What follows belongs to an exercise in optimizing a design on an open flow for small area, a short achievable clock period and few clock cycles; a production flow would make more cautious choices. No run shown here included a check of the RTL's function; only the layout flow was run. Power and IR drop assume default switching activity.

$ cat flow/config.mk
export PLATFORM = sky130hd
export DESIGN_NAME = peak_detector
export DESIGN_NICKNAME = peak_detector
export VERILOG_FILES = /design/flow/design.v
export SDC_FILE = /design/flow/constraint.sdc
export NUM_CORES = 8
export LEC_CHECK = 0
export CAP_MARGIN = 20
export CORE_MARGIN = 2
export CORE_UTILIZATION = 50
export SETUP_SLACK_MARGIN = 2.5
export SLEW_MARGIN = 20
$ cat flow/constraint.sdc
create_clock -name core_clock -period 7.5 [get_ports {clk}]
set_input_delay 1.5000 -clock core_clock [delete_from_list [all_inputs] [get_ports {clk}]]
set_output_delay 1.5000 -clock core_clock [all_outputs]
set_load 0.01 [all_outputs]
$ cat flow/design.v
module peak_detector (
    input  wire        clk,
    input  wire        rst,         
    input  wire        in_valid,
    output wire        in_ready,
    input  wire [63:0] in_data,
    input  wire        in_last,
    output reg         done,
    output wire [4:0]  peak_count,
    input  wire [4:0]  rd_idx,
    output wire [14:0] rd_bin,
    output wire [63:0] rd_amp,
    output reg  [14:0] absmax_bin,
    output wire [63:0] absmax_amp
);
    localparam CAP = 20;
    localparam PW  = 24;             
    localparam LW  = 63 - PW;        
    function automatic [1:0] ucmp(input [63:0] x, input [63:0] y);
        reg [63:0] g, p;
        integer i, w;
        begin
            for (i = 0; i < 64; i = i + 1) begin
                g[i] = x[i] & ~y[i];
                p[i] = x[i] | ~y[i];
            end
            for (w = 64; w > 1; w = w / 2)
                for (i = 0; i < w / 2; i = i + 1) begin
                    g[i] = g[2*i+1] | (p[2*i+1] & g[2*i]);
                    p[i] = p[2*i+1] & p[2*i];
                end
            ucmp = {g[0], p[0]};
        end
    endfunction
    function automatic is_nan(input [63:0] x);
        is_nan = (&x[62:52]) && (|x[51:0]);
    endfunction
    reg  [14:0]    cnt;          
    reg  [63:0]    prev1;        
    reg            rising_r;     
    reg  [CAP-1:0] ger;          
    reg  [CAP-1:0] eqr;          
    reg            rdy;
    reg  [4:0]     count;
    reg  [CAP-1:0] vmask;        
    reg  [CAP-1:0] pick;         
    reg            first;        
    reg  [LW-1:0]  tlow;         
    reg            tph;          
    reg  [62:0]    amax;
    reg  [62:0]    amp  [0:CAP-1];
    reg  [14:0]    bin  [0:CAP-1];
    reg  [4:0]     rank [0:CAP-1];
    assign in_ready   = rdy;
    assign peak_count = count;
    assign absmax_amp = {1'b0, amax};
    wire beat  = in_valid & rdy;
    wire full  = vmask[CAP-1];
    reg [CAP-1:0] valid, wr19, wfill, gtp, eqp, sel;
    reg [1:0]     c;
    integer k;
    always @(*) begin
        for (k = 0; k < CAP; k = k + 1) begin
            valid[k] = vmask[k];
            wr19[k]  = (rank[k] == 5'd19);
            wfill[k] = ~vmask[k] & ((k == 0) ? 1'b1 : vmask[(k == 0) ? 0 : k-1]);
            c        = ucmp({{(64-PW){1'b0}}, amp[k][62:LW]},
                            {{(64-PW){1'b0}}, in_data[62:LW]});
            gtp[k]   = valid[k] & c[1];
            eqp[k]   = valid[k] & c[0] & ~c[1];
        end
    end
    wire [CAP-1:0] wsel = full ? wr19 : wfill;
    function automatic [CAP-1:0] lowest(input [CAP-1:0] x);
        reg f;
        integer i;
        begin
            f = 1'b0;
            for (i = 0; i < CAP; i = i + 1) begin
                lowest[i] = x[i] & ~f;
                f = f | x[i];
            end
        end
    endfunction
    reg [62:0] mux_amp;
    reg [14:0] mux_bin;
    always @(*) begin
        mux_amp = 63'd0;
        mux_bin = 15'd0;
        for (k = 0; k < CAP; k = k + 1) begin
            sel[k]  = (done & vmask[k] & (rank[k] == rd_idx)) | pick[k];
            mux_amp = mux_amp | (amp[k] & {63{sel[k]}});
            mux_bin = mux_bin | (bin[k] & {15{sel[k]}});
        end
    end
    assign rd_amp = {1'b0, mux_amp};
    assign rd_bin = mux_bin;
    wire [1:0] clow    = ucmp({{(64-LW){1'b0}}, tlow},
                              {{(64-LW){1'b0}}, prev1[LW-1:0]});
    wire       ge_low  = clow[1] | clow[0];
    wire [1:0] cnb     = ucmp({1'b0, in_data[62:0]}, {1'b0, prev1[62:0]});
    wire       in_gt_p = cnb[1];                   
    wire       in_lt_p = ~(cnb[1] | cnb[0]);       
    wire       in_nan  = is_nan(in_data);
    wire       in_pos  = ~in_data[63] & ~in_nan & (|in_data[62:0]);
    wire       rising  = prev1[63] ? ~is_nan(prev1) : in_gt_p;
    wire       falling = in_data[63] ? ~in_nan : in_lt_p;
    wire [1:0] cmx     = ucmp({1'b0, in_data[62:0]}, {1'b0, amax});
    wire       abs_gt  = ~in_data[63] & ~in_nan & cmx[1];
    wire       cand_pot = in_pos & rising & ~first & ~in_last;
    wire [CAP-1:0] eqr_left = eqr & ~pick;
    wire       need_res = cand_pot & (|eqp) & ~(full & (|(gtp & wr19)));
    wire       admit    = rising_r & falling & (~full | ~(|(ger & wr19)));
    wire [CAP-1:0] vmask_nx = first ? {CAP{1'b0}} :
                              (admit & ~full) ? {vmask[CAP-2:0], 1'b1} : vmask;
    reg  [4:0] t;
    always @(*) begin
        t = 5'd0;
        for (k = 0; k < CAP; k = k + 1)
            t = t + {4'd0, ger[k]};
    end
    wire [14:0] cand_bin = cnt - 15'd1;
    always @(posedge clk)
        tlow <= mux_amp[LW-1:0];
    always @(posedge clk) begin
        if (rst) begin
            cnt      <= 15'd0;
            done     <= 1'b0;
            rdy      <= 1'b1;
            rising_r <= 1'b0;
            eqr      <= {CAP{1'b0}};
            pick     <= {CAP{1'b0}};
            first    <= 1'b1;
        end else if (!rdy) begin
            tph <= ~tph;
            if (tph) begin
                for (k = 0; k < CAP; k = k + 1)
                    if (pick[k]) ger[k] <= ge_low;
                eqr  <= eqr_left;
                pick <= lowest(eqr_left);
                rdy  <= (eqr_left == {CAP{1'b0}});
            end
        end else if (beat) begin
            done  <= in_last;
            first <= in_last;
            vmask <= vmask_nx;
            cnt   <= in_last ? 15'd0 : cnt + 15'd1;
            prev1 <= in_data;
            if (first) begin
                amax       <= 63'd0;
                absmax_bin <= 15'd0;
            end else if (abs_gt) begin
                amax       <= in_data[62:0];
                absmax_bin <= cnt;
            end
            rising_r <= cand_pot;
            ger      <= gtp;
            eqr      <= need_res ? eqp : {CAP{1'b0}};
            pick     <= need_res ? lowest(eqp) : {CAP{1'b0}};
            rdy      <= ~need_res;
            tph      <= 1'b0;
            if (first)
                count <= 5'd0;
            else if (admit) begin
                if (!full) count <= count + 5'd1;
                for (k = 0; k < CAP; k = k + 1) begin
                    if (wsel[k]) begin
                        amp[k]  <= prev1[62:0];
                        bin[k]  <= cand_bin;
                        rank[k] <= t;
                    end else if (valid[k] & ~ger[k])
                        rank[k] <= rank[k] + 5'd1;
                end
            end
        end
    end
endmodule
$ cat flow/flow/run.sh
#!/bin/bash
# Own flow: the standard layout, except that the synthesis maps the
# combinational logic with an area-oriented ABC script (flow/area.script).
# Registers are mapped exactly as in the standard synthesis (ABC only sees
# combinational logic). Each tool's output goes to its own log here.
set -euo pipefail
W=$PWD
{
  echo 'proc abc {args} {'
  echo '  set i [lsearch $args -script]'
  echo "  set args [lreplace \$args [expr {\$i+1}] [expr {\$i+1}] $W/flow/area.script]"
  echo '  yosys abc {*}$args'
  echo '}'
  cat synth_recipe.tcl
} > my_synth.tcl
sed "s#SYNTH_SCRIPT=[^ ]*#SYNTH_SCRIPT=$W/my_synth.tcl#" standard.sh > my_standard.sh
bash my_standard.sh synth > synth.log 2>&1
bash my_standard.sh finish > layout.log 2>&1
$ cat flow/flow/area.script
&get -n
&st
&dch
&nf -R 1000 -a
&put
topo
stime -c
$ cat flow/standard.sh
#!/bin/bash
# synth_recipe.tcl (not shown) runs the flow's synth.tcl, then flattens the netlist and writes it again
# the make line also repeats each setting of config.mk as NAME=value (left out here)
make -C /OpenROAD-flow-scripts/flow DESIGN_CONFIG=/design/flow/config.mk WORK_HOME=/design/flow/orfs CLKGATE_MAP_FILE= SYNTH_SCRIPT=/design/flow/synth_recipe.tcl "${@:-finish}"
==> results of run 1 <==
-- synth_stat cells (113+ instances only) --
library cell / count / area (um^2)
clkinv_1: 247 / 927
xor2_1: 113 / 990
nor2_1: 486 / 1820
o21ai_0: 168 / 841
a22o_1: 130 / 1140
edfxtp_1: 1848 / 55500
nor3_1: 128 / 641
a222oi_1: 311 / 3110
nand2_1: 616 / 2310
nand3_1: 202 / 1010
a21oi_1: 211 / 1060
a22oi_1: 193 / 1450
-- worst max-delay path, cell delays in order --
cell and delay (ns):
buf_12 0.11, buf_16 0.14, buf_4 0.14, buf_8 0.12
xor2_4 0.15, nor4_4 0.06, a41o_4 0.33, buf_12 0.17
buf_4 0.14, a222oi_1 0.49, nand4_1 0.41, or3_4 0.45
buf_6 0.13
-- worst min path at each step --
stage / from / end / slack (ns) / depth (start not counted)
2_1_floorplan: eqr[1] / eqr[1] / 0.44 / 2
3_3_place_gp: eqr[1] / eqr[1] / 0.46 / 2
3_5_place_dp: eqr[17] / eqr[17] / 0.48 / 2
4_1_cts: eqr[17] / eqr[17] / 0.49 / 2
5_1_grt: eqr[9] / eqr[9] / 0.53 / 2
6_report: eqr[17] / eqr[17] / 0.49 / 2
-- final cells by class --
type	count	area share, %
multi-input combinational	3777	24.9
clock inverter	112	1.12
clock buffer	263	4.92
timing repair buffer	1116	12.7
sequential	1945	52.8
timing repair inverter	3	0.0207
antenna	6	0.0138
tap	2175	2.50
inverter	247	0.968
-- flip-flops by register name (all words and copies together), names as in the netlist --
name        count
ger            20
amp          1260
rising_r        1
cnt            15
prev1          64
absmax_bin     15
amax           63
eqr            19
tph             1
vmask          20
rdy             1
done            1
count           5
bin           300
pick           20
first           1
rank          100
tlow           39
-- routing by layer --
metal / track usage (%) / wire, um / vias up
li1: - / - / 27100
met1: 50.2 / 121000 / 32700
met2: 58.2 / 152000 / 4978
met3: 10.1 / 43900 / 1073
met4: 22.4 / 26100 / 10
met5: 0 / 107 / -
-- stage by stage --
stage / cell area (um^2) / hold WS [ns] / TNS (ns) / std cells / util (%)
2_1_floorplan: 82000 / 0.444 / -547.68 / 5953 / -
3_3_place_gp: 91100 / 0.463 / -267.10 / 8714 / 56.0
3_5_place_dp: 91100 / 0.484 / 0 / 8716 / 56.0
4_1_cts: 105000 / 0.492 / 0 / 9451 / 64.6
5_1_grt: 109000 / 0.527 / 0 / 9640 / 66.9
6_report: 109000 / 0.493 / 0 / 9644 / 66.9
-- cell families (layout without fill, tap and decap cells) --
family,after synthesis,count (layout),share of synthesized area [%]
compound gates,1547,1564,14.5
xor+xnor,181,181,1.94
fa+ha+maj,55,55,0.935
buf+inv,249,1741,1.15
flops,1945,1945,70.2
mux,2,2,0.0245
other cells,1,8,0.00458
simple gates,1972,1973,11.3
-- repair_timing --
item | 4_1_cts | 5_1_grt
pin swaps | 380 | 328
buffers inserted | 306 | 133
gates resized for setup | 1000 | 335
endpoints found under the setup margin | 1940 | 1925
cloned | 54 | 51
-- report_power, final --
| part | total, mW | switching, mW | internal, mW |
|---|---|---|---|
| Sequential | 12.1 | 0.148 | 12.0 |
| Combinational | 3.21 | 1.99 | 1.21 |
| Clock | 10.1 | 4.43 | 5.63 |
==> flow_summary.ini, run 1 <==
[status]
status = complete, no violations

[timing]
setup_slack_ns = 1.62
skew_ns = 0.0639
max_freq_mhz = 170
hold_viol_final = 0
rsz0062_at_grt = yes
max_slew_margin_pct = 19.1
worstMarginPinSlew_ns = 1.20
finalMaxSlewViolations = 0
min_period_ns = 5.88
finalSetupViolCount = 0
final.period_utilization_pct = 78.3

[floorplan]
design.core.area_mm2 = 0.163
dieWidth_um = 409
ioPinCount = 238
start_util_pct = 50.3
fp.dieH_um = 409
die_area_mm2 = 0.167
rows = 148

[worst_setup_path]
cp.arrival_ns = 4.38
crit_start = rd_idx[0]
crit-reg2reg-launch = ger[1]
critPathMaxFanout = 6
ff2ff_path_depth = 14
critPathCaptureType = output pin
timing.rr.end = rank[1][4]
startpoint_type = input port
crit_type = input port to output pin
r2r_slack_ns = 2.49
critPathCapture = rd_amp[47]
cp.required_ns = 6.00

[yosys]
ys_seq_area_share_pct = 70.2
synth.distinct_cells = 68
synth_edf_count = 1848
syn_inst = 5952
syn_area_per_cell_um2 = 13.8
synthFlopType = edfxtp_1
netlist_area_mm2 = 0.0819
ys_async_sr_fraction_pct = 0
yosys_warnings = 4
ys_ff_latch = 1945

[detailed_routing]
vias = 65800
drc = 0
wl_um = 343000
drtIter0Drc = 12100
first_pass_iters = 17
postRouteAntennaNets = 0
viasPerCell = 6.82
routedWlPerCell_um = 35.6

[clocking]
cts-buffers-inserted = 199
htreeDepth = 4
postCtsHoldBufs = 0
cts_root_buf = clkbuf_16
numClockSinks = 1945
insertion_delay_ns = 0.88
cts_max_path_buffers = 3
cts.clk_slew.worst_paths_ns = 0.06
tritoncts = built

[global_route]
grt_start_max_net_pins = 62
grt_pass1_vias = 61000
overflow = 0
track_usage_pct = 38.4
antenna_found_initial = 16
grt_pass1_wl_um = 456000

[cells_and_area]
seqCellArea_mm2 = 0.0574
drive_gt1_share_pct = 23.5
multiInputGateArea_mm2 = 0.0271
final_common_cell = edfxtp_1
fin_nets = 7406
area_growth_pct = 32.9
n_fill_cell = 11500
final_cell_mix = edfxtp_1, nand2_1, buf_4

[run]
cap_viol_max_count = 0

[place]
pre_cts_ws_ns = 0.124
dp_hpwl_um = 194000
gp_congestion = 0.975
portBuffers = 235

[worst_hold_path]
hold_path.class = flop to flop

[power]
ir_drop_mv = 0.256
power.density_mw_per_mm2 = 233
total_power_mw = 25.4
p_leak_nw = 37.1
==> run 2, diff against run 1 <==
--- a/flow/config.mk
+++ b/flow/config.mk
@@ -8,5 +8,7 @@
 export CAP_MARGIN = 20
 export CORE_MARGIN = 2
-export CORE_UTILIZATION = 50
-export SETUP_SLACK_MARGIN = 2.5
+export CORE_UTILIZATION = 65
+export CTS_CLUSTER_DIAMETER = 60
+export CTS_CLUSTER_SIZE = 30
+export SETUP_SLACK_MARGIN = 2.0
 export SLEW_MARGIN = 20
==> run 2 against run 1 <==
Net effect: non-clock buffer count decreased by 265; sequential power about the same; sequential share of layout area increased by 3.6 points; die area decreased by 23%; area after synthesis unchanged; power decreased by 9.0%.
==> flow_summary.ini, run 2 <==
[power]
p_leak_nw = 34.1
ir_drop_mv = 0.317
power.density_mw_per_mm2 = 227

[worst_setup_path]
crit_path_frequent_cell = buf_12
cp.required_ns = 6.00
startpoint_type = input port
crit-reg2reg-launch = prev1[36]
cp_cell_sequence = buf_12, buf_12, buf_12, buf_8, xor2_4, nor4_4, buf_12, a41o_4, buf_6, a222oi_1, nand4_1, or3_4, buf_6
critPathCapture = rd_amp[52]
slowest_delay_ns = 0.70
crit_start = rd_idx[0]
timing.rr.end = amp[4][0]
cp.arrival_ns = 4.51
critPathCaptureType = output pin
r2r_slack_ns = 1.85
ff2ff_path_depth = 18
crit_type = input port to output pin
crit_path_top_delay_cell = a222oi_1
critPathMaxFanout = 6

[run]
cap_viol_max_count = 0

[cells_and_area]
seqCellArea_mm2 = 0.0574
fin_nets = 7092
largestRegisters = amp: 1260 flops, bin: 300 flops, rank: 100 flops
largest_reg_flops = 1260
final_common_cell = edfxtp_1
drive_gt1_share_pct = 18.5
multiInputGateArea_mm2 = 0.0267
area_growth_pct = 24.4
final_cell_mix = edfxtp_1, nand2_1, nor2_1
largest_register = amp
n_fill_cell = 6668

[floorplan]
dieWidth_um = 359
start_util_pct = 65.4
rows = 130
ioPinCount = 238
fp.dieH_um = 359
design.core.area_mm2 = 0.125
die_area_mm2 = 0.129

[yosys]
synth_edf_count = 1848
yosys-top-cells-area = edfxtp_1, a222oi_1, nand2_1, dfxtp_1, nor2_1
syn_area_per_cell_um2 = 13.8
synthFlopType = edfxtp_1
yosysMostFrequentCell = edfxtp_1
ys_top_cells_by_count = edfxtp_1, nand2_1, nor2_1
yosys_warnings = 4
ys_seq_area_share_pct = 70.2
synth_top_area_share_pct = 67.8
synth.distinct_cells = 68
ys_async_sr_fraction_pct = 0
netlist_area_mm2 = 0.0819
ys_ff_latch = 1945
synth_top_cell_by_area = edfxtp_1
syn_inst = 5952

[global_route]
track_usage_pct = 47.9
grt_pass1_vias = 62100
grt_start_max_net_pins = 79
overflow = 0
antenna_found_initial = 16
grt_pass1_wl_um = 439000

[clocking]
postCtsHoldBufs = 0
cts_max_path_buffers = 3
htreeDepth = 4
tritoncts = built
cts.clk_slew.worst_paths_ns = 0.08
cts-buffers-inserted = 135
cts_root_buf = clkbuf_16
numClockSinks = 1945
insertion_delay_ns = 0.86

[timing]
rsz0062_at_grt = yes
finalMaxSlewViolations = 0
setup_slack_ns = 1.49
tns_ns = 0
finalSetupViolCount = 0
hold_viol_final = 0
worstMarginPinSlew_ns = 1.36
max_slew_margin_pct = 8.84
final.period_utilization_pct = 80.2
min_period_ns = 6.01
skew_ns = 0.0597
max_freq_mhz = 166

[place]
gp_congestion = 0.964
dp_hpwl_um = 172000
portBuffers = 235
pre_cts_ws_ns = 0.353

[status]
status = complete, no violations

[detailed_routing]
first_pass_iters = 13
drc = 0
vias = 67000
postRouteAntennaNets = 0
routedWlPerCell_um = 37.2
wl_um = 325000
drtIter0Drc = 14500
viasPerCell = 7.66

[worst_hold_path]
min_delay_path_depth = 2
hold_path.class = flop to flop
==> run 2: worst max-delay path, delay by kind of cell <==
| kind | cells | cell delay [ns] |
|---|---|---|
| xor+xnor | 1 | 0.18 |
| compound gates | 2 | 0.97 |
| simple gates | 3 | 0.95 |
| buf+inv | 7 | 0.91 |
==> run 2: stage by stage <==
| stage | hold slack [ns] | power (mW) | std cells | instance area, um^2 | util (%) |
|---|---|---|---|---|---|
| floorplan | 0.444 | 13.4 | 5953 | 82000 | - |
| global placement | 0.458 | 14.6 | 8111 | 89600 | 71.5 |
| detailed placement | 0.482 | 14.6 | 8112 | 89600 | 71.5 |
| CTS | 0.495 | 22.7 | 8614 | 99500 | 79.5 |
| global route | 0.516 | 23.5 | 8730 | 102000 | 81.3 |
| finish | 0.500 | 23.1 | 8748 | 102000 | 81.3 |
==> run 2: cell families (layout without fill, tap and decap cells) <==
group / count (synthesis) / in the layout / synth area share, %
and+or+nand+nor: 1972 / 1973 / 11.3
DFF: 1945 / 1945 / 70.2
AOI/OAI and AO/OA: 1547 / 1581 / 14.5
buffers and inverters: 249 / 1341 / 1.15
xor gates and xnor gates: 181 / 181 / 1.94
adders and majority gates: 55 / 55 / 0.935
muxes: 2 / 2 / 0.0245
other: 1 / 20 / 0.00458
==> run 2: layout make-up <==
cell class | instances | share of cell area [%]
Timing Repair Buffer | 851 | 9.62
Tap cell | 1650 | 2.03
Clock inverter | 96 | 1.19
Antenna cell | 18 | 0.0442
Inverter | 247 | 0.975
Clock buffer | 146 | 3.49
Sequential cell | 1945 | 56.4
Multi-Input combinational cell | 3794 | 26.3
Timing Repair inverter | 1 | 0.00491
==> run 2: what timing repair did <==
action,CTS,global route
pin swaps,269,227
setup buffers,207,95
cloned,53,18
endpoints found under the setup margin,1543,1409
resized for setup,721,255
==> run 2: per-layer routing <==
metal,global-route usage (%),vias up,part of all wire [%],routed length [um]
met5,0,-,0.010,34
met4,36.6,6,10,33500
met3,16.9,1788,17,54600
met2,69.6,6788,42,137000
met1,59.3,32000,31,99600
li1,-,26400,-,-
==> run 2: worst min path at each step <==
stage	startpoint	endpoint	slack, ns
final	eqr[1]	eqr[1]	0.50
after global routing	eqr[1]	eqr[1]	0.52
after CTS	eqr[1]	eqr[1]	0.49
after detailed placement	eqr[15]	eqr[15]	0.48
after global placement	eqr[1]	eqr[1]	0.46
after floorplan	eqr[1]	eqr[1]	0.44
==> run 2: report_power, final <==
group / switching [mW] / internal [mW]
combinational: 1.84 / 0.962
sequential: 0.158 / 12.0
clock: 4.08 / 4.08
==> run 3, diff against run 2 <==
--- a/flow/config.mk
+++ b/flow/config.mk
@@ -9,6 +9,5 @@
 export CORE_MARGIN = 2
 export CORE_UTILIZATION = 65
-export CTS_CLUSTER_DIAMETER = 60
-export CTS_CLUSTER_SIZE = 30
+export GPL_TIMING_DRIVEN = 1
 export SETUP_SLACK_MARGIN = 2.0
 export SLEW_MARGIN = 20
==> run 3 against run 2 <==
Net effect: still clean on timing, DRC and antenna; worst hold slack worse by 0.0090 ns; power up 7.3%; register-to-register slack better by 0.25 ns; area after synthesis unchanged; largest cell class unchanged; largest power group unchanged.
==> flow_summary.ini, run 3 <==
[cells_and_area]
fin_nets = 7102
largest_reg_flops = 1260
largestRegisters = amp: 1260 flops, bin: 300 flops, rank: 100 flops
largest_register = amp
final_common_cell = edfxtp_1
drive_gt1_share_pct = 18.2
final_core_util_pct = 82.0
seqCellArea_mm2 = 0.0574
multiInputGateArea_mm2 = 0.0266
final_cell_mix = edfxtp_1, nand2_1, nor2_1
n_fill_cell = 6564
area_growth_pct = 25.5

[global_route]
track_usage_pct = 48.6
grt_pass1_vias = 63000
antenna_found_initial = 10
grt_pass1_wl_um = 446000
overflow = 0
grt_start_max_net_pins = 79

[worst_hold_path]
hp-start = eqr[1]
min_delay_path_depth = 2
hold_path.class = flop to flop
hold_path_end = eqr[1]

[yosys]
ys_ff_latch = 1945
yosysMostFrequentCell = edfxtp_1
ys_seq_area_share_pct = 70.2
syn_area_per_cell_um2 = 13.8
yosys-top-cells-area = edfxtp_1, a222oi_1, nand2_1, dfxtp_1, nor2_1
synth_top_cell_by_area = edfxtp_1
netlist_area_mm2 = 0.0819
synth_edf_count = 1848
yosys_warnings = 4
syn_inst = 5952
synth_top_area_share_pct = 67.8
ys_async_sr_fraction_pct = 0
synth.distinct_cells = 68
synthFlopType = edfxtp_1
ys_top_cells_by_count = edfxtp_1, nand2_1, nor2_1

[detailed_routing]
first_pass_iters = 14
viasPerCell = 7.65
wl_um = 325000
drc = 0
routedWlPerCell_um = 36.8
vias = 67400
drtIter0Drc = 13900
postRouteAntennaNets = 0

[floorplan]
ioPinCount = 238
die_area_mm2 = 0.129
fp.dieH_um = 359
rows = 130
start_util_pct = 65.4
design.core.area_mm2 = 0.125
dieWidth_um = 359

[power]
switching_share_pct = 25.6
total_power_mw = 24.8
p_leak_nw = 34.5
power.density_mw_per_mm2 = 241
seq_power_share_pct = 49.0
pwr-share-comb_pct = 11.5
p_clk_share_pct = 39.5
p_sw_mw = 6.36
ir_drop_mv = 0.289
intPower_mw = 18.4

[clocking]
cts.clk_slew.worst_paths_ns = 0.06
htreeDepth = 4
cts_max_path_buffers = 3
postCtsHoldBufs = 0
tritoncts = built
cts_root_buf = clkbuf_16
insertion_delay_ns = 0.86
numClockSinks = 1945
cts-buffers-inserted = 189

[worst_setup_path]
ff2ff_path_depth = 17
crit_type = input port to output pin
startpoint_type = input port
r2r_slack_ns = 2.10
cp.arrival_ns = 4.43
critPathMaxFanout = 5
cp.required_ns = 6.00
crit_start = rd_idx[1]
crit-reg2reg-launch = prev1[31]
timing.rr.end = amp[7][3]
critPathCaptureType = output pin

[place]
pre_cts_ws_ns = 0.353
portBuffers = 235
dp_hpwl_um = 172000
gp_congestion = 0.964

[timing]
holdWs_ns = 0.491
finalMaxSlewViolations = 0
max_slew_margin_pct = 13.5
worstMarginPinSlew_ns = 1.30
min_period_ns = 5.93
hold_viol_final = 0
rsz0062_at_grt = yes
skew_ns = 0.0434
setup_slack_ns = 1.57
max_freq_mhz = 169
finalSetupViolCount = 0
final.period_utilization_pct = 79.1

[status]
status = complete, no violations

[run]
cap_viol_max_count = 0
## run 3: power by group through the flow
stage          logic, mW  registers (mW)  clock network (mW)
2_1_floorplan       1.04            12.3                   0
3_3_place_gp        2.22            12.3                   0
3_5_place_dp        2.24            12.3                   0
4_1_cts             2.56            12.1                9.65
5_1_grt             2.89            12.1                10.1
6_report            2.84            12.1                9.80
## run 3: worst max-delay path by stage
stage                 endpoint  slack, ns  depth (start not counted)
floorplan            amp[3][0]      -0.79                          4
global placement       pick[1]       0.34                         20
detailed placement     pick[3]       0.35                         19
CTS                  rd_bin[4]       1.83                         13
global route         rd_amp[8]       1.60                         12
finish              rd_amp[28]       1.57                         13
## run 3: metrics by stage
stage,std cells,TNS (ns),area (um^2)
2_1_floorplan,5953,-547.68,82000
3_3_place_gp,8111,0,89600
6_report,8814,0,103000
4_1_cts,8719,0,101000
3_5_place_dp,8112,0,89600
5_1_grt,8804,0,103000
## run 3: cell families after synthesis
kind of cell             synth area share, %
multiplexers                          0.0245
buffers and inverters                   1.15
AND/OR/NAND/NOR                         11.3
AO/OA/AOI/OAI                           14.5
other                                0.00458
adder cells (fa/ha/maj)                0.935
flip-flops                              70.2
XOR/XNOR                                1.94
## run 3: final cells by class
type                            instances  area share [%]
Sequential cell                      1945            55.9
Tap cell                             1650            2.01
Multi-Input combinational cell       3791            25.9
Inverter                              247           0.967
Antenna cell                           10          0.0244
Timing Repair Buffer                  810            9.09
Timing Repair inverter                  1         0.00487
Clock buffer                          246            4.91
Clock inverter                        114            1.21
## run 3: critical path, stage by stage
cell	delay, ns
buf_12	0.12
buf_12	0.15
buf_12	0.13
xor2_1	0.12
nor4_1	0.06
buf_4	0.15
a41o_4	0.35
buf_12	0.19
buf_12	0.14
a222oi_1	0.54
nand3_1	0.32
or3_4	0.48
buf_6	0.13
## run 3: metal layers
layer	part of all wire (%)	wire length (um)	vias up	global-route usage, %
met5	0.070	228	-	0.740
met1	30	99000	32300	60.1
met4	9.7	31400	16	35.9
met2	43	140000	6838	70.5
met3	17	54500	1739	18.1
li1	-	-	26500	-
## run 3: what timing repair did
item                                     CTS  global route
pin swaps                                270           254
buffers inserted                         189            76
resized for setup                        661           243
cloned                                    58             7
endpoints found under the setup margin  1313           879
==> run 4, diff against run 3 <==
--- a/flow/flow/run.sh
+++ b/flow/flow/run.sh
@@ -1,5 +1,7 @@
 #!/bin/bash
-# Own flow: the standard layout, except that the synthesis maps the
-# combinational logic with an area-oriented ABC script (flow/area.script).
+# Own flow: the standard layout, except that synthesis maps the
+# combinational logic with an area-oriented ABC script (flow/area.script)
+# and keeps ABC off a few complex cells (flow/abc_dont_use.txt) that have no
+# stronger sizes, so the resizer can still size the read port's gates.
 # Registers are mapped exactly as in the standard synthesis (ABC only sees
 # combinational logic). Each tool's output goes to its own log here.
@@ -10,4 +12,5 @@
   echo '  set i [lsearch $args -script]'
   echo "  set args [lreplace \$args [expr {\$i+1}] [expr {\$i+1}] $W/flow/area.script]"
+  echo "  foreach c {$(cat flow/abc_dont_use.txt | tr '\n' ' ')} { lappend args -dont_use \$c }"
   echo '  yosys abc {*}$args'
   echo '}'
==> flow/flow/abc_dont_use.txt (new file) <==
sky130_fd_sc_hd__a222oi_1
sky130_fd_sc_hd__a221o_1
sky130_fd_sc_hd__a221o_2
sky130_fd_sc_hd__a221o_4
sky130_fd_sc_hd__a221oi_1
sky130_fd_sc_hd__a221oi_2
sky130_fd_sc_hd__a221oi_4
sky130_fd_sc_hd__a211o_1
sky130_fd_sc_hd__a211o_2
sky130_fd_sc_hd__a211o_4
sky130_fd_sc_hd__a211oi_1
sky130_fd_sc_hd__a211oi_2
sky130_fd_sc_hd__a211oi_4
sky130_fd_sc_hd__a2111oi_0
sky130_fd_sc_hd__a2111o_1
==> run 4 against run 3 <==
Net effect: still clean; sequential power about the same; die area increased by 1.3%; synthesized cell count increased by 6.1%; core utilization decreased by 0.76 points; power decreased by 1.1%; setup slack improved by 0.13 ns; wire length increased by 3.9%; highest routed layer unchanged.
==> flow_summary.ini, run 4 <==
[cells_and_area]
fin_nets = 7441
largestRegisters = amp: 1260 flops, bin: 300 flops, rank: 100 flops
final_common_cell = edfxtp_1
largest_reg_flops = 1260
stdcell_count = 9166
largest_register = amp
area_growth_pct = 24.5
fin_area_mm2 = 0.103
final_cell_mix = edfxtp_1, nand2_1, a22oi_1
drive_gt1_share_pct = 17.6
final_core_util_pct = 81.3

[place]
place_area_mm2 = 0.0905
portBuffers = 235
gp_congestion = 0.997
dp_cells = 8489
pre_cts_ws_ns = 0.437
dp_hpwl_um = 184000

[global_route]
antenna_found_initial = 23
grt_start_max_net_pins = 64
grt_pass1_vias = 63700
track_usage_pct = 49.5
overflow = 0
grt_pass1_wl_um = 454000

[worst_setup_path]
crit_type = input port to flop
critPathMaxFanout = 55
slowest_delay_ns = 0.70
crit_path_top_delay_cell = a2bb2oi_1
cp_cell_sequence = clkdlybuf4s50_1, clkinv_1, buf_4, buf_4, o22ai_1, nand2b_1, o2111ai_1, a2bb2oi_1, nand4_1, nor2_1, o211ai_1, a21oi_2, nand3_4, buf_4, nor2_4, buf_12
cp.arrival_ns = 6.31
crit_path_frequent_cell = buf_4
startpoint_type = input port
critPathBufInv = 6
critPathCaptureType = flop
cp.required_ns = 8.00
crit_family = buffers and inverters

[timing]
skew_ns = 0.0410
setup_slack_ns = 1.70
max_slew_margin_pct = 15.2
min_period_ns = 5.80
hold_viol_final = 0
tns_ns = 0
worstMarginPinSlew_ns = 1.27
rsz0062_at_grt = yes
final.period_utilization_pct = 77.4
finalSetupViolCount = 0
max_freq_mhz = 172
finalMaxSlewViolations = 0

[yosys]
yosys_warnings = 4
syn_area_per_cell_um2 = 13.1
synthXorXnorAreaFrac_pct = 1.91
synthSimpleGateAreaFrac_pct = 12.4
syn_inst = 6317
synth_edf_count = 1848
netlist_area_mm2 = 0.0829
yosys-top-cells-area = edfxtp_1, a22oi_1, nand2_1, dfxtp_1, nor2_1
synth_top_area_share_pct = 66.9
synthAdderAreaFrac_pct = 1.06
synth_top_cell_by_area = edfxtp_1
synth_top_family_by_area = compound AO/OA/AOI/OAI gates
synthMuxAreaShare_pct = 0.0121
synthFlopType = edfxtp_1
ys_async_sr_fraction_pct = 0
ys_top_cells_by_count = edfxtp_1, nand2_1, a22oi_1
synth_compound_area_share_pct = 14.2
synth.distinct_cells = 64
ys_ff_latch = 1945
yosysMostFrequentCell = edfxtp_1
ys_seq_area_share_pct = 69.3

[clocking]
numClockSinks = 1945
insertion_delay_ns = 0.88
cts.clk_slew.worst_paths_ns = 0.06
tritoncts = built
cts_max_path_buffers = 3
htreeDepth = 4
cts-buffers-inserted = 187
cts_root_buf = clkbuf_16

[floorplan]
dieWidth_um = 361
rows = 131
fp.dieH_um = 361
start_util_pct = 65.3
die_area_mm2 = 0.130
ioPinCount = 238
design.core.area_mm2 = 0.127

[power]
p_leak_nw = 34.8
power.density_mw_per_mm2 = 238
ir_drop_mv = 0.293

[detailed_routing]
drc = 0
drtIter0Drc = 14000
wl_um = 337000
routedWlPerCell_um = 36.8
vias = 68700
first_pass_iters = 11
postRouteAntennaNets = 0
viasPerCell = 7.50

[status]
status = complete, no violations

[worst_hold_path]
hold_path.class = flop to flop

[run]
cap_viol_max_count = 0
==> run 4: changes by cell type after synthesis, sizes merged, moves of 65 or more <==
cell,change
a22oi,+432
a222oi,-311
a21oi,+127
a221oi,-104
nand2,+70
nand3,+65
==> run 4: path summary, 6_finish.rpt <==
kind                                  start         end  slack [ns]  cells past startpoint
worst min-delay path              amp[5][7]     tlow[7]        0.50                      2
worst min register to register    amp[5][7]     tlow[7]        0.50                      2
worst max-delay path            in_data[59]  amp[19][8]        1.70                     16
worst max register to register    prev1[11]  amp[19][8]        1.77                     16
==> run 4: power breakdown <==
part	switching [mW]	internal (mW)
combinational	1.88	0.897
sequential	0.185	12.0
clock	4.32	5.26
total	6.38	18.2
==> run 4: area by class of cell <==
cell class | count | area (um^2)
Sequential cell | 1945 | 57400
Multi-Input combinational cell | 4144 | 27700
Fill cell | 6523 | 23800
Timing Repair Buffer | 793 | 8850
Clock buffer | 253 | 5060
Tap cell | 1662 | 2080
Clock inverter | 98 | 1040
Inverter | 251 | 1020
Antenna cell | 18 | 45.0
Timing Repair inverter | 2 | 10.0
==> run 4: cell families (layout without fill, tap and decap cells) <==
kind of cell | after synthesis | after routing
buffers and inverters | 253 | 1397
DFF | 1945 | 1945
muxes | 1 | 1
xor gates and xnor gates | 181 | 181
adders and majority gates | 66 | 66
AOI/OAI and AO/OA | 1704 | 1722
other | 1 | 20
and+or+nand+nor | 2166 | 2172
==> run 4: per-stage QoR <==
step                hold WS (ns)  power, mW
CTS                        0.477       24.1
global placement           0.463       14.6
detailed placement         0.464       14.6
global route               0.512       24.9
finish                     0.495       24.5
floorplan                  0.444       13.4
==> run 4: timing repair <==
item / in CTS / in global routing
gates resized for setup: 461 / 360
setup buffers: 170 / 72
setup endpoints to repair: 1547 / 1846
hold buffers: 0 / 0
pin swaps: 96 / 108
gates cloned: 44 / 14
==> run 4: metal layers <==
metal,GRT usage (%),wire length (um)
met3,18.8,57200
met1,61.2,103000
met5,1.44,454
met4,37.3,34600
met2,71.1,142000
==> run 4: worst register-to-register path, cell delays in order (launching register included) <==
cell	delay, ns
edfxtp_1	0.90
clkinv_1	0.34
o22ai_1	0.39
nor2_1	0.10
nand2_1	0.07
a21boi_0	0.09
o21ai_1	0.56
a31oi_2	0.26
o21bai_1	0.25
nand4_1	0.14
nor2_1	0.15
o211ai_1	0.43
a21oi_2	0.38
nand3_4	0.17
buf_4	0.29
nor2_4	0.36
buf_12	0.39
==> run 5, diff against run 4 <==
--- a/flow/config.mk
+++ b/flow/config.mk
@@ -12,2 +12,3 @@
 export SETUP_SLACK_MARGIN = 2.0
 export SLEW_MARGIN = 20
+export TNS_END_PERCENT = 0
==> run 5 against run 4 <==
Net effect: highest routed layer unchanged; critical path type is now input port to output pin; clock skew up 0.016 ns; worst hold slack worse by 0.043 ns; via count down 4.9%; synthesized cell count unchanged; critical path depth down 7; wire length down 8.9%; fmax down 0.44%; area after synthesis unchanged.
==> flow_summary.ini, run 5 <==
[status]
status = complete, no violations

[timing]
rsz0062_at_grt = yes
skew_ns = 0.0570
final.period_utilization_pct = 77.7
finalSetupViolCount = 0
max_slew_margin_pct = 24.0
hold_viol_final = 0
max_freq_mhz = 172
tns_ns = 0
worstMarginPinSlew_ns = 1.14
min_period_ns = 5.83
finalMaxSlewViolations = 0

[worst_setup_path]
cp_cell_sequence = buf_6, xnor2_2, a41o_4, buf_12, a22o_1, a21oi_1, nand4_1, or3_4, clkdlybuf4s50_1
critPathCaptureType = output pin
cp.required_ns = 6.00
crit_path_top_delay_cell = xnor2_2
critPathMaxFanout = 25
crit_type = input port to output pin
cp.arrival_ns = 4.33
slowest_delay_ns = 0.72
startpoint_type = input port
critPathBufInv = 3
crit_family = buffers and inverters

[clocking]
cts.clk_slew.worst_paths_ns = 0.06
cts_max_path_buffers = 3
cts_root_buf = clkbuf_16
postCtsHoldBufs = 0
insertion_delay_ns = 0.88
tritoncts = built
cts-buffers-inserted = 192
htreeDepth = 4
numClockSinks = 1945

[yosys]
ys_seq_area_share_pct = 69.3
yosysMostFrequentCell = edfxtp_1
synth_top_area_share_pct = 66.9
yosys_warnings = 4
ys_top_cells_by_count = edfxtp_1, nand2_1, a22oi_1
netlist_area_mm2 = 0.0829
synth_edf_count = 1848
synth.distinct_cells = 64
syn_area_per_cell_um2 = 13.1
ys_async_sr_fraction_pct = 0
syn_inst = 6317
yosys-top-cells-area = edfxtp_1, a22oi_1, nand2_1, dfxtp_1, nor2_1
ys_ff_latch = 1945
synth_top_cell_by_area = edfxtp_1
synthFlopType = edfxtp_1

[detailed_routing]
drc = 0
drtIter0Drc = 11400
vias = 65300
first_pass_iters = 8
viasPerCell = 7.25
wl_um = 307000
routedWlPerCell_um = 34.1
postRouteAntennaNets = 0

[cells_and_area]
largestRegisters = amp: 1260 flops, bin: 300 flops, rank: 100 flops
largest_reg_flops = 1260
drive_gt1_share_pct = 12.7
fin_area_mm2 = 0.100
fin_nets = 7304
final_cell_mix = edfxtp_1, nand2_1, a22oi_1
largest_register = amp
stdcell_count = 9018
final_common_cell = edfxtp_1
area_growth_pct = 21.0

[power]
power.density_mw_per_mm2 = 244
p_leak_nw = 33.6
p_sw_mw = 6.13
p_clk_share_pct = 39.8
switching_share_pct = 25.1
ir_drop_mv = 0.317
pwr-share-comb_pct = 10.5
total_power_mw = 24.5
intPower_mw = 18.3
seq_power_share_pct = 49.7

[place]
dp_cells = 8495
gp_congestion = 0.989
portBuffers = 235
place_area_mm2 = 0.0906
dp_hpwl_um = 177000

[run]
cap_viol_max_count = 0

[worst_hold_path]
hold_path.class = flop to flop

[global_route]
antenna_found_initial = 17
overflow = 0
grt_pass1_wl_um = 431000
track_usage_pct = 46.7
grt_pass1_vias = 61500
grt_start_max_net_pins = 79

[floorplan]
rows = 131
design.core.area_mm2 = 0.127
ioPinCount = 238
dieWidth_um = 361
start_util_pct = 65.3
fp.dieH_um = 361
die_area_mm2 = 0.130
-- run 5: timing repair --
item                                    in CTS  in global routing
resized for setup                          253                 84
endpoints found under the setup margin    1343               1850
gates cloned                                37                  1
pin swaps                                   65                 37
hold endpoints to repair                     0                  0
buffers inserted                            85                 34
-- run 5: power groups by stage --
stage	logic [mW]	clock network, mW	registers (mW)
after global placement	2.22	0	12.3
after detailed placement	2.26	0	12.4
final	2.56	9.74	12.2
after floorplan	1.06	0	12.3
after CTS	2.43	9.68	12.1
after global routing	2.64	10.1	12.1
-- run 5: per-stage QoR --
| stage | utilization [%] | hold slack [ns] | setup slack (ns) |
|---|---|---|---|
| after detailed placement | 71.3 | 0.459 | 0.643 |
| after CTS | 78.3 | 0.463 | 1.67 |
| after floorplan | - | 0.444 | 1.70 |
| final | 79.0 | 0.452 | 1.67 |
| after global routing | 78.9 | 0.495 | 1.67 |
| after global placement | 71.3 | 0.458 | 0.671 |
-- run 5: layout make-up --
type                    instances  area [um^2]
flip-flops and latches       1945        57400
inverters                     251          968
clock buffers                 260         5230
well taps                    1662         2080
diodes                          6         15.0
multi-input cells            4147        26500
clock inverters                97         1080
repair buffers                650         7020
fillers                      7428        26700
-- run 5: metal layers --
metal  global-route usage, %  routed length [um]  vias to the layer above
met5                       0                 284                        -
met4                    31.2               25300                       30
met3                    15.8               49100                     1246
met2                    67.6              132000                     5899
met1                    60.2              100000                    31400
li1                        -                   -                    26800
-- run 5: path summary, 6_finish.rpt --
check | end | slack, ns | startpoint | cells past startpoint
worst max-delay path | rd_amp[37] | 1.67 | rd_idx[4] | 9
worst min-delay path | tlow[7] | 0.45 | amp[5][7] | 2
worst max register to register | amp[10][41] | 2.10 | prev1[27] | 15
worst min register to register | tlow[7] | 0.45 | amp[5][7] | 2
-- run 5: logic make-up (layout without fill, tap and decap cells) --
group,count (synthesis),count (layout),synth area share (%)
other cells,1,8,0.00452
compound gates,1704,1720,14.2
fa+ha+maj,66,66,1.06
flops,1945,1945,69.3
mux,1,1,0.0121
simple gates,2166,2177,12.4
xor+xnor,181,181,1.91
buf+inv,253,1258,1.15
-- run 5: worst reg2reg max path, cell delays in order, from the launching register on --
cell,delay (ns)
edfxtp_1,0.86
clkinv_1,0.32
nor2_1,0.19
a21oi_1,0.08
o211ai_1,0.32
nor2_1,0.26
nand3_1,0.35
a31oi_2,0.18
o21bai_1,0.23
nand4_1,0.14
nor2_1,0.17
o211ai_1,0.23
a21oi_1,0.33
nand3_4,0.24
buf_12,0.24
nor2_2,0.86
==> run 6, diff against run 5 <==
--- a/flow/config.mk
+++ b/flow/config.mk
@@ -12,3 +12,3 @@
 export SETUP_SLACK_MARGIN = 2.0
 export SLEW_MARGIN = 20
-export TNS_END_PERCENT = 0
+export TNS_END_PERCENT = 10
==> run 6 against run 5 <==
Net effect: largest cell class unchanged; largest power group unchanged; final cell count grew 0.83%; via count grew 2.8%; non-clock buffer count grew 85; first-iteration DRC count grew 24%.
==> flow_summary.ini, run 6 <==
[timing]
setup_slack_ns = 1.64
tns_ns = 0
skew_ns = 0.0407
rsz0062_at_grt = yes
max_freq_mhz = 171
worstMarginPinSlew_ns = 1.24
min_period_ns = 5.86
max_slew_margin_pct = 17.6
hold_viol_final = 0
finalMaxSlewViolations = 0
finalSetupViolCount = 0
final.period_utilization_pct = 78.2

[yosys]
ys_seq_area_share_pct = 69.3
ys_ff_latch = 1945
yosysMostFrequentCell = edfxtp_1
netlist_area_mm2 = 0.0829
synth.distinct_cells = 64
synth_top_cell_by_area = edfxtp_1
yosys-top-cells-area = edfxtp_1, a22oi_1, nand2_1, dfxtp_1, nor2_1
syn_area_per_cell_um2 = 13.1
yosys_warnings = 4
ys_async_sr_fraction_pct = 0
synth_edf_count = 1848
synth_top_area_share_pct = 66.9
synthFlopType = edfxtp_1
ys_top_cells_by_count = edfxtp_1, nand2_1, a22oi_1
syn_inst = 6317

[worst_hold_path]
hp-start = amp[5][7]
hold_path_end = tlow[7]
hold_path.class = flop to flop
min_delay_path_depth = 2

[cells_and_area]
fin_area_mm2 = 0.102
largest_reg_flops = 1260
largest_register = amp
largestRegisters = amp: 1260 flops, bin: 300 flops, rank: 100 flops
area_growth_pct = 22.8
n_fill_cell = 6838
drive_gt1_share_pct = 14.7
final_common_cell = edfxtp_1
fin_nets = 7382
final_cell_mix = edfxtp_1, nand2_1, a22oi_1
final_core_util_pct = 80.1

[clocking]
cts.clk_slew.worst_paths_ns = 0.06
tritoncts = built
numClockSinks = 1945
insertion_delay_ns = 0.87
htreeDepth = 4
cts_max_path_buffers = 3
cts-buffers-inserted = 187
postCtsHoldBufs = 0
cts_root_buf = clkbuf_16

[detailed_routing]
wl_um = 328000
first_pass_iters = 10
routedWlPerCell_um = 36.1
vias = 67200
viasPerCell = 7.39
drc = 0
drtIter0Drc = 14100
postRouteAntennaNets = 0

[place]
pre_cts_ws_ns = 0.437
portBuffers = 235
gp_congestion = 0.997
dp_hpwl_um = 184000
place_area_mm2 = 0.0905

[global_route]
grt_start_max_net_pins = 64
antenna_found_initial = 16
track_usage_pct = 49.1
grt_pass1_vias = 63000
grt_pass1_wl_um = 450000
overflow = 0

[floorplan]
fp.dieH_um = 361
die_area_mm2 = 0.130
start_util_pct = 65.3
dieWidth_um = 361
ioPinCount = 238
design.core.area_mm2 = 0.127
rows = 131

[power]
seq_power_share_pct = 49.9
switching_share_pct = 25.8
ir_drop_mv = 0.344
pwr-share-comb_pct = 10.9
intPower_mw = 18.1
power.density_mw_per_mm2 = 240
p_leak_nw = 34.2
p_clk_share_pct = 39.2
total_power_mw = 24.4
p_sw_mw = 6.28

[worst_setup_path]
crit_path_frequent_cell = nor2_1
crit_type = input port to flop
slowest_delay_ns = 0.72
timing.rr.end = amp[9][19]
crit-reg2reg-launch = prev1[33]
r2r_slack_ns = 1.80
ff2ff_path_depth = 21
cp_cell_sequence = clkdlybuf4s50_1, nor2_1, a21oi_1, o211ai_1, nor2_1, nand3_1, a31oi_4, o21bai_1, nand4_1, nor2_1, o211ai_1, buf_4, a21oi_4, nand3_4, buf_12, buf_4, nor2_4, buf_12, clkbuf_16
startpoint_type = input port
crit_path_top_delay_cell = o211ai_1
crit_start = in_data[31]
cp.arrival_ns = 6.43
cp.required_ns = 8.06
critPathMaxFanout = 15
critPathCaptureType = flop

[run]
cap_viol_max_count = 0

[status]
status = complete, no violations
-- run 6: cell counts after synthesis --
Identical to the previous run, type by type.
-- run 6: worst max-delay path, delay by kind of cell --
| kind | cells | cell delay [ns] |
|---|---|---|
| buf+inv | 6 | 1.97 |
| compound gates | 6 | 1.76 |
| simple gates | 7 | 1.08 |
-- run 6: worst max path at each step --
stage	end
final	amp[9][19]
after global routing	rd_amp[27]
after CTS	amp[6][54]
after detailed placement	pick[2]
after global placement	pick[2]
after floorplan	absmax_bin[0]
-- run 6: stage by stage --
stage	hold WS, ns	instances
2_1_floorplan	0.444	6318
3_3_place_gp	0.463	8488
3_5_place_dp	0.464	8489
4_1_cts	0.477	9025
5_1_grt	0.507	9089
6_report	0.483	9093
-- run 6: metal layers --
| metal | vias to the layer above | track usage, % | wire length [um] |
|---|---|---|---|
| li1 | 26900 | - | - |
| met1 | 32200 | 61.3 | 103000 |
| met2 | 6523 | 70.5 | 140000 |
| met3 | 1584 | 17.5 | 55000 |
| met4 | 20 | 36.9 | 31000 |
| met5 | - | 0.888 | 325 |
-- run 6: cell type report --
| cell class | instances | area, um^2 | share of cell area [%] |
|---|---|---|---|
| antenna | 4 | 10.0 | 0.00984 |
| timing repair inverter | 2 | 10.0 | 0.00984 |
| timing repair buffer | 735 | 8120 | 7.98 |
| tap | 1662 | 2080 | 2.04 |
| inverter | 251 | 1010 | 0.992 |
| clock inverter | 98 | 1040 | 1.03 |
| multi-input combinational | 4143 | 27000 | 26.5 |
| clock buffer | 253 | 5060 | 4.97 |
| sequential | 1945 | 57400 | 56.4 |
-- run 6: kinds of logic (layout without fill, tap and decap cells) --
| logic type | count (synthesis) | count (layout) | synth area share (%) |
|---|---|---|---|
| compound gates | 1704 | 1721 | 14.2 |
| mux | 1 | 1 | 0.0121 |
| buf+inv | 253 | 1339 | 1.15 |
| flops | 1945 | 1945 | 69.3 |
| xor+xnor | 181 | 181 | 1.91 |
| fa+ha+maj | 66 | 66 | 1.06 |
| other cells | 1 | 6 | 0.00452 |
| simple gates | 2166 | 2172 | 12.4 |
-- run 6: repair_timing --
action | CTS | global route
gates resized for setup | 451 | 91
buffers inserted | 144 | 50
gates cloned | 41 | 9
pin swaps | 85 | 27
endpoints found under the setup margin | 1547 | 1877
-- run 6: power by group through the flow --
stage / clock network [mW] / logic (mW) / registers (mW)
final: 9.56 / 2.65 / 12.2
after global routing: 9.86 / 2.70 / 12.2
after CTS: 9.42 / 2.47 / 12.2
after detailed placement: 0 / 2.24 / 12.4
after global placement: 0 / 2.20 / 12.4
after floorplan: 0 / 1.06 / 12.3
==> run 7, diff against run 6 <==
==> flow/flow/area.script (replaced) <==
&get -n
&st
&dch
&nf -R 10 -a
&put
topo
stime -c
--- a/flow/config.mk
+++ b/flow/config.mk
@@ -9,6 +9,8 @@
 export CORE_MARGIN = 2
 export CORE_UTILIZATION = 65
+export CTS_CLUSTER_DIAMETER = 60
+export CTS_CLUSTER_SIZE = 30
 export GPL_TIMING_DRIVEN = 1
 export SETUP_SLACK_MARGIN = 2.0
 export SLEW_MARGIN = 20
-export TNS_END_PERCENT = 10
+export TNS_END_PERCENT = 0
==> run 7 against run 6 <==
Net effect: register-to-register slack lost 0.20 ns; non-clock buffer count shrank 72; wire length shrank 1.1%; critical endpoint is now amp[1][54]; still clean; sequential share of layout area grew 1.4 points; sequential power is essentially flat; clock-buffer cell count shrank 94; core utilization shrank 2.2 points; final cell count shrank 1.5%; via count shrank 0.80%; global-route usage shrank 0.086 points.
==> flow_summary.ini, run 7 <==
[clocking]
cts.clk_slew.worst_paths_ns = 0.10
htreeDepth = 4
cts_root_buf = clkbuf_16
cts_max_path_buffers = 3
tritoncts = built
cts-buffers-inserted = 138
numClockSinks = 1945
insertion_delay_ns = 0.84
postCtsHoldBufs = 0

[yosys]
synth_top_area_share_pct = 66.4
synthSimpleGateAreaFrac_pct = 12.9
synth_edf_count = 1848
synthMuxAreaShare_pct = 0.0120
synthAdderAreaFrac_pct = 1.06
yosys-top-cells-area = edfxtp_1, a22oi_1, nand2_1, dfxtp_1, a21oi_1
ys_top_cells_by_count = edfxtp_1, a22oi_1, nand2_1
yosys_warnings = 4
synthXorXnorAreaFrac_pct = 1.90
ys_seq_area_share_pct = 68.8
synth_compound_area_share_pct = 14.2
ys_async_sr_fraction_pct = 0
netlist_area_mm2 = 0.0835
syn_inst = 6351
synth_top_cell_by_area = edfxtp_1
synth_top_family_by_area = compound AO/OA/AOI/OAI gates
syn_area_per_cell_um2 = 13.2
ys_ff_latch = 1945
yosysMostFrequentCell = edfxtp_1
synthFlopType = edfxtp_1
synth.distinct_cells = 64

[worst_setup_path]
crit_type = flop to flop
ff2ff_path_depth = 14
critPathMaxFanout = 22
r2r_slack_ns = 1.60
cp.required_ns = 7.93
cp_cell_sequence = clkinv_1, nor2_1, nor3_1, o2111ai_1, a21oi_1, o31ai_2, a31oi_1, buf_4, or2_0, a21oi_1, o211a_1, nand4_1, buf_4, nor2_2
cp.arrival_ns = 6.32
crit_path_top_delay_cell = nor2_2
critPathCapture = amp[1][54]
startpoint_type = flop
crit_start = prev1[15]
timing.rr.end = amp[1][54]
critPathBufInv = 3
crit_family = simple AND/OR/NAND/NOR gates
critPathCaptureType = flop
cp.depth = 14
slowest_delay_ns = 1.03
crit-reg2reg-launch = prev1[15]

[detailed_routing]
drc = 0
routedWlPerCell_um = 36.3
postRouteAntennaNets = 0
wl_um = 325000
viasPerCell = 7.44
vias = 66600
drtIter0Drc = 13000
first_pass_iters = 9

[cells_and_area]
area_growth_pct = 19.0
largestRegisters = amp: 1260 flops, bin: 300 flops, rank: 100 flops
fin_nets = 7284
final_common_cell = edfxtp_1
largest_register = amp
final_core_util_pct = 77.9
drive_gt1_share_pct = 12.3
fin_area_mm2 = 0.0994
final_cell_mix = edfxtp_1, nand2_1, a22oi_1
largest_reg_flops = 1260

[worst_hold_path]
hold_path.class = flop to flop

[timing]
rsz0062_at_grt = yes
max_freq_mhz = 170
hold_viol_final = 0
skew_ns = 0.0602
max_slew_margin_pct = 12.4
final.period_utilization_pct = 78.6
min_period_ns = 5.90
worstMarginPinSlew_ns = 1.30
finalSetupViolCount = 0
finalMaxSlewViolations = 0
holdWs_ns = 0.468

[power]
total_power_mw = 22.9
ir_drop_mv = 0.320
power.density_mw_per_mm2 = 231
p_leak_nw = 33.1

[floorplan]
dieWidth_um = 362
start_util_pct = 65.5
design.core.area_mm2 = 0.128
ioPinCount = 238
die_area_mm2 = 0.131
rows = 131
fp.dieH_um = 362

[status]
status = complete, no violations

[place]
place_area_mm2 = 0.0910
dp_hpwl_um = 191000
gp_congestion = 1.06
portBuffers = 235

[global_route]
grt_pass1_vias = 62000
track_usage_pct = 49.0
antenna_found_initial = 19
grt_pass1_wl_um = 452000
grt_start_max_net_pins = 79
overflow = 0

[run]
cap_viol_max_count = 0
==> run 7: cell count changes after synthesis, moves of 27 or more <==
cell | before | now
nand2b_1 | 104 | 197
nor2b_1 | 102 | 192
nand2_1 | 686 | 623
nor2_1 | 469 | 409
nor3_1 | 171 | 138
o22ai_1 | 86 | 59
==> run 7: how the worst min path moves through the flow <==
stage / from / endpoint / slack (ns) / cells after the start
final: done / done / 0.47 / 2
after CTS: done / done / 0.46 / 2
after global placement: eqr[1] / eqr[1] / 0.45 / 2
after floorplan: eqr[1] / eqr[1] / 0.43 / 2
after detailed placement: done / done / 0.45 / 2
after global routing: done / done / 0.50 / 2
==> run 7: per-layer routing <==
| metal | GRT usage (%) | vias to the layer above | part of all wire, % |
|---|---|---|---|
| li1 | - | 26700 | - |
| met1 | 63.6 | 32100 | 33 |
| met2 | 69.4 | 6501 | 42 |
| met3 | 18.9 | 1314 | 17 |
| met4 | 31.0 | 14 | 8.0 |
| met5 | 0.925 | - | 0.078 |
==> run 7: final cells by class <==
cell class | count | area [um^2]
diodes | 14 | 35.0
clock buffers | 159 | 3720
clock inverters | 93 | 1070
fillers | 7494 | 28100
inverters | 239 | 908
multi-input cells | 4180 | 27000
flip-flops and latches | 1945 | 57400
well taps | 1662 | 2080
repair buffers | 663 | 7150
==> run 7: cell families after synthesis <==
family / count (synthesis)
AO/OA/AOI/OAI: 1719
XOR/XNOR: 181
adder cells (fa/ha/maj): 67
buffers and inverters: 241
flip-flops: 1945
multiplexers: 1
other: 1
AND/OR/NAND/NOR: 2196
==> run 7: worst reg2reg max path: stages, from the launching register on <==
cell       delay (ns)
edfxtp_1         0.94
clkinv_1         0.42
nor2_1           0.26
nor3_1           0.14
o2111ai_1        0.30
a21oi_1          0.12
o31ai_2          0.52
a31oi_1          0.32
buf_4            0.23
or2_0            0.24
a21oi_1          0.15
o211a_1          0.26
nand4_1          0.21
buf_4            0.35
nor2_2           1.03
==> run 7: what timing repair did <==
item	in CTS	in global routing
setup endpoints to repair	1795	1861
buffers inserted	123	20
pin swaps	67	17
resized for setup	319	43
gates cloned	34	0
==> run 7: power breakdown <==
part / leakage, nW / internal (mW) / switching (mW)
clock network: 2.35 / 3.97 / 4.17
logic: 13.2 / 0.836 / 1.82
registers: 17.5 / 12.0 / 0.155
total: 33.1 / 16.8 / 6.14
==> run 7: stage by stage <==
| stage | worst slack [ns] | TNS (ns) | instances |
|---|---|---|---|
| 2_1_floorplan | -0.676 | -1053.52 | 6352 |
| 3_3_place_gp | 0.524 | 0 | 8506 |
| 3_5_place_dp | 0.502 | 0 | 8509 |
| 4_1_cts | 1.79 | 0 | 8918 |
| 5_1_grt | 1.71 | 0 | 8941 |
| 6_report | 1.60 | 0 | 8955 |
==> run 8, diff against run 7 <==
--- a/flow/flow/run.sh
+++ b/flow/flow/run.sh
@@ -17,5 +17,5 @@
   cat synth_recipe.tcl
 } > my_synth.tcl
-sed "s#SYNTH_SCRIPT=[^ ]*#SYNTH_SCRIPT=$W/my_synth.tcl#" standard.sh > my_standard.sh
+sed -e "s#SYNTH_SCRIPT=[^ ]*#SYNTH_SCRIPT=$W/my_synth.tcl#" -e "s#\"\${@:-finish}\"#BUFFER_PORTS_ARGS=\"-buffer_cell sky130_fd_sc_hd__buf_2\" \"\${@:-finish}\"#" standard.sh > my_standard.sh
 bash my_standard.sh synth > synth.log 2>&1
 bash my_standard.sh finish > layout.log 2>&1
==> run 8 against run 7 <==
Net effect: area after synthesis unchanged; clock-buffer cell count down 7; via count grew 0.52%; sequential share of layout area rose by 1.9 points; critical endpoint is now pick[5]; first-iteration DRC count shrank 3.3%; fmax decreased by 3.2%; clock skew down 0.0081 ns; synthesized cell count unchanged; still clean on timing, DRC and antenna; final cell count down 1.0%; die area unchanged; sequential power barely moved; register-to-register slack gained 0.06 ns.
==> flow_summary.ini, run 8 <==
[yosys]
yosys-top-cells-area = edfxtp_1, a22oi_1, nand2_1, dfxtp_1, a21oi_1
synth.distinct_cells = 64
synth_top_family_by_area = compound AO/OA/AOI/OAI gates
netlist_area_mm2 = 0.0835
syn_area_per_cell_um2 = 13.2
syn_inst = 6351
synth_top_cell_by_area = edfxtp_1
synth_edf_count = 1848
synthSimpleGateAreaFrac_pct = 12.9
synth_compound_area_share_pct = 14.2
yosysMostFrequentCell = edfxtp_1
synthAdderAreaFrac_pct = 1.06
ys_seq_area_share_pct = 68.8
synthFlopType = edfxtp_1
synth_top_area_share_pct = 66.4
yosys_warnings = 4
ys_top_cells_by_count = edfxtp_1, a22oi_1, nand2_1
synthXorXnorAreaFrac_pct = 1.90
synthMuxAreaShare_pct = 0.0120
ys_ff_latch = 1945
ys_async_sr_fraction_pct = 0

[worst_setup_path]
cp_cell_sequence = buf_2, clkinv_1, a21boi_0, o31ai_1, a21boi_0, o211ai_1, nand2_1, o21ai_0, a311oi_1, a41oi_1, nand4b_1, buf_4, or2_0, o22a_1, nor3_1
slowest_delay_ns = 0.98
crit_path_top_delay_cell = a21boi_0
critPathCaptureType = flop
critPathMaxFanout = 37
crit_path_frequent_cell = a21boi_0
crit_type = input port to flop
critPathBufInv = 3
cp.required_ns = 8.21
startpoint_type = input port
cp.arrival_ns = 6.80
crit_family = compound AO/OA/AOI/OAI gates

[cells_and_area]
drive_gt1_share_pct = 12.9
largest_reg_flops = 1260
largestRegisters = amp: 1260 flops, bin: 300 flops, rank: 100 flops
n_fill_cell = 8082
fin_nets = 7173
final_cell_mix = edfxtp_1, a22oi_1, nand2_1
final_common_cell = edfxtp_1
largest_register = amp
area_growth_pct = 15.2

[clocking]
numClockSinks = 1945
cts.clk_slew.worst_paths_ns = 0.07
tritoncts = built
cts_max_path_buffers = 3
cts_root_buf = clkbuf_16
insertion_delay_ns = 0.82
htreeDepth = 4
cts-buffers-inserted = 140

[timing]
min_period_ns = 6.09
rsz0062_at_grt = yes
final.period_utilization_pct = 81.2
max_slew_margin_pct = 8.65
holdWs_ns = 0.460
skew_ns = 0.0521
max_freq_mhz = 164
finalSetupViolCount = 0
hold_viol_final = 0
finalMaxSlewViolations = 0
worstMarginPinSlew_ns = 1.36
setup_slack_ns = 1.41

[detailed_routing]
first_pass_iters = 11
wl_um = 329000
viasPerCell = 7.56
vias = 67000
postRouteAntennaNets = 0
drtIter0Drc = 12600
drc = 0
routedWlPerCell_um = 37.1

[power]
intPower_mw = 16.6
ir_drop_mv = 0.316
pwr-share-comb_pct = 11.2
power.density_mw_per_mm2 = 237
seq_power_share_pct = 53.1
p_clk_share_pct = 35.7
p_leak_nw = 32.0
switching_share_pct = 27.4
p_sw_mw = 6.25

[floorplan]
fp.dieH_um = 362
die_area_mm2 = 0.131
design.core.area_mm2 = 0.128
dieWidth_um = 362
rows = 131
ioPinCount = 238
start_util_pct = 65.5

[global_route]
overflow = 0
grt_pass1_wl_um = 453000
antenna_found_initial = 51
grt_pass1_vias = 60400
grt_start_max_net_pins = 79
track_usage_pct = 49.7

[place]
dp_hpwl_um = 185000
pre_cts_ws_ns = 1.00
gp_congestion = 1.06
portBuffers = 235

[run]
cap_viol_max_count = 0

[status]
status = complete, no violations

[worst_hold_path]
hold_path.class = flop to flop
==> run 8: cell counts after synthesis <==
No cell type changed its count.
==> run 8: stage by stage <==
step | area (um^2) | util [%] | std cells | total power, mW | setup TNS, ns
2_1_floorplan | 83500 | - | 6352 | 13.4 | -1053.52
3_5_place_dp | 89300 | 70.0 | 8466 | 14.6 | 0
5_1_grt | 96200 | 75.4 | 8832 | 23.1 | 0
3_3_place_gp | 89200 | 70.0 | 8464 | 14.5 | 0
6_report | 96200 | 75.5 | 8863 | 22.8 | 0
4_1_cts | 95900 | 75.2 | 8809 | 22.6 | 0
==> run 8: path summary, 6_finish.rpt <==
| path | slack [ns] | startpoint | end | cells past startpoint |
|---|---|---|---|---|
| max | 1.41 | in_data[42] | pick[5] | 15 |
| min | 0.46 | eqr[1] | eqr[1] | 2 |
| max reg2reg | 1.66 | prev1[32] | amp[8][33] | 14 |
| min reg2reg | 0.46 | eqr[1] | eqr[1] | 2 |
==> run 8: cell families (layout without fill, tap and decap cells) <==
| group | Yosys count | in the layout |
|---|---|---|
| fa+ha+maj | 67 | 67 |
| flops | 1945 | 1945 |
| mux | 1 | 1 |
| compound gates | 1719 | 1753 |
| buf+inv | 241 | 1006 |
| simple gates | 2196 | 2204 |
| xor+xnor | 181 | 181 |
| other cells | 1 | 44 |
==> run 8: final cells by class <==
cell class	instances	area [um^2]	area share (%)
tap	1662	2080	2.16
antenna	42	105	0.109
clock inverter	93	1170	1.21
timing repair buffer	522	3900	4.05
inverter	239	897	0.932
sequential	1945	57400	59.7
multi-input combinational	4208	27000	28.0
clock buffer	152	3660	3.81
==> run 8: power groups by stage <==
stage	logic, mW	registers [mW]	clock network [mW]
5_1_grt	2.59	12.1	8.43
3_3_place_gp	2.20	12.3	0
4_1_cts	2.40	12.1	8.07
6_report	2.56	12.1	8.14
2_1_floorplan	1.06	12.3	0
3_5_place_dp	2.23	12.3	0
==> run 8: repair_timing <==
| item | CTS | global route |
|---|---|---|
| pin swaps | 55 | 3 |
| cloned | 42 | 0 |
| hold buffers | 0 | 0 |
| resized for setup | 122 | 1 |
| setup buffers | 56 | 8 |
| endpoints found under the setup margin | 719 | 1428 |
==> run 8: worst reg2reg max path, stage by stage (launching register included) <==
cell and delay [ns]:
edfxtp_1 0.74, clkinv_1 0.35, a22oi_1 0.24, nor3_1 0.07, o21ai_0 0.71, a31oi_1 0.22, o21ai_0 0.53, o311ai_0 0.22
or2_0 0.26, a21oi_1 0.13, o211a_1 0.18, nand4_1 0.18, buf_12 0.33, nor2_4 0.72, buf_12 0.48
==> run 8: metal layers <==
metal  global-route usage (%)  vias up  wire [um]
li1                         -    26600          -
met3                     24.1     1504      59300
met4                     30.8       62      26300
met2                     67.2     6474     133000
met1                     63.9    32300     109000
met5                     3.77        -       1060

==> re-timing with driven ports <==
In the flow no input, the clock included, has a driving cell. The finished layouts below were timed again as built, in two steps. Step 1 sets driving cells, clkbuf_16 on the clock port and buf_2 on the other inputs (assumed; they add their load-dependent delay and slew). Step 2 moves the port delays by t, midway between the first and last clock arrival at a register: inputs arrive t later, outputs are due t later. That takes back most of the time a late clock gives input paths. Slacks: ideal / step 1 / step 2; pairs: ideal / step 1.
| run | t, ns | setup slack, ns | worst setup path after step 2 | latest minus earliest clock arrival (ns) | slew at the worst register clock pin (ns) |
|---|---|---|---|---|---|
| run 1 | 0.937 | 1.625 / 1.574 / 1.501 | input to register | 0.064 / 0.064 | 0.07 / 0.07 |
| run 2 | 0.914 | 1.486 / 1.419 / 0.915 | input to register | 0.060 / 0.060 | 0.10 / 0.10 |
| run 3 | 0.928 | 1.568 / 1.475 / 1.121 | input to register | 0.043 / 0.044 | 0.07 / 0.07 |
| run 4 | 0.941 | 1.695 / 1.756 / 0.816 | input to register | 0.042 / 0.041 | 0.08 / 0.08 |
| run 5 | 0.930 | 1.670 / 1.637 / 0.882 | input to register | 0.057 / 0.057 | 0.10 / 0.10 |
| run 6 | 0.929 | 1.636 / 1.651 / 0.764 | input to register | 0.041 / 0.041 | 0.07 / 0.07 |
| run 7 | 0.897 | 1.604 / 1.581 / 0.768 | input to register | 0.065 / 0.065 | 0.11 / 0.11 |
| run 8 | 0.881 | 1.412 / 1.433 / 0.591 | input to register | 0.052 / 0.052 | 0.11 / 0.11 |
After both steps every run listed still meets setup and hold. The setup slack of run 4, which loses most, moves by +0.061 ns with the drivers and by -0.879 ns with both steps.
